From an optimization exercise on the open Yosys and OpenROAD flow, aimed at small area; shortcuts taken in it are not production practice. In this exercise RTL edits were held to simulation tests only and were not proved equivalent to the original. Power figures rest on the tool's default switching activity, not on a simulated workload.

// gbx_link
module gbx_link (
    input  wire        clk,
    input  wire        rst,           
    input  wire        tick,          
    input  wire        start,         
    input  wire [63:0] desc,          
    input  wire        cancel,        
    input  wire        rx_valid,
    input  wire [7:0]  rx_data,
    output wire        rx_ready,
    output wire        rx_flush,      
    output wire        tx_valid,
    output wire [7:0]  tx_data,
    input  wire        tx_ready,
    input  wire        src_valid,
    input  wire [7:0]  src_data,
    output wire        src_ready,
    output wire        sink_valid,
    output wire [7:0]  sink_data,
    input  wire        sink_ready,
    input  wire [4:0]  buf_raddr,
    output wire [7:0]  buf_rdata,
    output reg         busy,
    output reg  [2:0]  op,            
    output reg         done,
    output reg  [3:0]  status,
    output reg  [2:0]  cause,
    output reg  [2:0]  rxsm,
    output reg  [31:0] result_len,
    output reg  [31:0] offset,
    output reg  [31:0] remaining,
    output reg         progress,
    output reg  [31:0] progress_count
);
Size in the first run: about 700 flip-flops, about 270 I/O pins.
export LEC_CHECK = 0
export CAP_MARGIN = 10
export CORE_MARGIN = 2
export CORE_UTILIZATION = 60
export CTS_BUF_LIST = sky130_fd_sc_hd__clkbuf_4 sky130_fd_sc_hd__clkbuf_8
export PLACE_DENSITY = 0.75
export SLEW_MARGIN = 10
create_clock -name core_clock -period 10.0 [get_ports {clk}]
standard.sh (not shown) runs the stock make flow with config.mk's settings and CLKGATE_MAP_FILE= SYNTH_SCRIPT=/design/flow/synth_recipe.tcl, a recipe that flattens the netlist after the stock synthesis.
==> flow/flow/run.sh <==
#!/bin/bash
# Standard layout, with small port buffers and no CTS dummy loads.
set -uo pipefail
export BUFFER_PORTS_ARGS="-buffer_cell sky130_fd_sc_hd__buf_1"
bash standard.sh "CTS_ARGS=-sink_clustering_enable -repair_clock_nets -dont_use_dummy_load -buf_list {sky130_fd_sc_hd__clkbuf_4 sky130_fd_sc_hd__clkbuf_8}" finish > standard.log 2>&1
The starting point finished with timing, DRC and antenna clean.
Rerun with:
==> flow/run.sh (new file) <==
#!/bin/bash
# synth_recipe.tcl (not shown) runs the flow's synth.tcl, then flattens the netlist and writes it again
# the make line also repeats each setting of config.mk as NAME=value (left out here)
make -C /OpenROAD-flow-scripts/flow DESIGN_CONFIG=/design/flow/config.mk WORK_HOME=/design/flow/orfs CLKGATE_MAP_FILE= SYNTH_SCRIPT=/design/flow/synth_recipe.tcl finish
removed: flow/flow/run.sh
removed: flow/standard.sh
Effect:
- The changed run completed without violations
- worst setup slack loses 0.72 ns
- via count is higher by 2.2%
- non-clock buffer count goes down by 2
- area after synthesis does not change
- utilization went up by 5.5 points
- clock skew drops by 0.030 ns
- worst hold slack gets better by 0.0079 ns
- cell count came out higher by 2.9%
- routed wire length climbs by 2.0%
- flip-flop and latch count is unchanged
- sequential power hardly moves

========
Starting RTL as in the previous note.
export LEC_CHECK = 0
export CAP_MARGIN = 10
export CORE_MARGIN = 2
export CORE_UTILIZATION = 70
export PLACE_DENSITY = 0.8
export SLEW_MARGIN = 10
create_clock -name core_clock -period 10.0 [get_ports {clk}]
==> flow/flow/run.sh <==
#!/bin/bash
# The standard layout (standard.sh) with these changes:
#  - synthesis: ORFS synthesis unchanged except that abc maps the logic with
#    an area-oriented script (flow/area.abc) instead of abc_speed.script;
#  - port buffers are sky130_fd_sc_hd__buf_1;
#  - CTS: clkbuf_8 only, sink clusters of at most 16 sinks within 70 um,
#    no dummy loads.
# Each tool's output goes to a log of its own in this folder.
set -uo pipefail
W=$PWD
# synthesis script: synth_recipe.tcl, sourcing a copy of ORFS synth.tcl whose
# abc call uses flow/area.abc
sed "s|^  log_cmd abc {\*}\$abc_args|  set abc_args [lreplace \$abc_args 1 1 $W/flow/area.abc]\n  log_cmd abc {*}\$abc_args|" \
    "$FLOW_HOME/scripts/synth.tcl" > "$W/synth_area.tcl"
grep -q "flow/area.abc" "$W/synth_area.tcl" || { echo "synth.tcl patch failed"; exit 1; }
sed "s|source \$::env(SCRIPTS_DIR)/synth.tcl|source $W/synth_area.tcl|" synth_recipe.tcl > "$W/synth_recipe_area.tcl"
grep -q "synth_area.tcl" "$W/synth_recipe_area.tcl" || { echo "synth_recipe.tcl patch failed"; exit 1; }
export BUFFER_PORTS_ARGS="-buffer_cell sky130_fd_sc_hd__buf_1"
bash standard.sh "SYNTH_SCRIPT=$W/synth_recipe_area.tcl" \
    "CTS_ARGS=-sink_clustering_enable -repair_clock_nets -dont_use_dummy_load -sink_clustering_size 16 -sink_clustering_max_diameter 70 -buf_list sky130_fd_sc_hd__clkbuf_8" \
    finish > standard.log 2>&1
==> flow/flow/area.abc <==
&get -n
&st
&deepsyn -T 120
&dch
&nf -R 1000 -p -F 8 -A 4 -C 32
&put
topo
The starting point went through all stages and came out clean.
==> next run, changes <==
==> flow/flow/area.abc (replaced) <==
&get -n
&st
&deepsyn -T 40
&dch
&nf -R 1000 -p
&put
topo
After rerunning: The changed run went through all stages and came out clean; wire length is lower by 1.1%; first-iteration DRC count is lower by 16%; count of clock-buffer cells in the layout is unchanged; worst hold slack is worse by 11 ps; global-route usage is lower by 0.25 points; synthesized cell count is higher by 0.80%.

-- afterwards: timing with drivers on the ports --
The results above use ideal ports. As a check the final layouts listed here were re-extracted and re-timed, cells and wires unchanged. Step 1: set_driving_cell puts a clkbuf_16 on clk and a buf_2 on each other input, an assumption about the parent block. Step 2 also shifts input and output timing later by t, the mid clock arrival at the registers, as if the neighbouring blocks saw the same clock. Slacks: ideal / step 1 / step 2; pairs: ideal / step 1.
| run | shift t [ns] | setup WS [ns] | pins driven straight from the clock port |
|---|---|---|---|
| the first run of note 1 | 0.750 | 3.598 / 3.555 / 3.555 | 1 |
| the second run of note 1 | 0.777 | 2.883 / 2.861 / 2.861 | 1 |
| the first run of note 2 | 0.634 | 3.442 / 3.418 / 2.945 | 1 |
| the second run of note 2 | 0.666 | 3.474 / 3.443 / 2.777 | 1 |
After both steps every run listed still meets setup and hold. For the second run of note 2, which loses most, drivers alone change the setup slack by -0.031 ns; drivers and shift together by -0.697 ns.
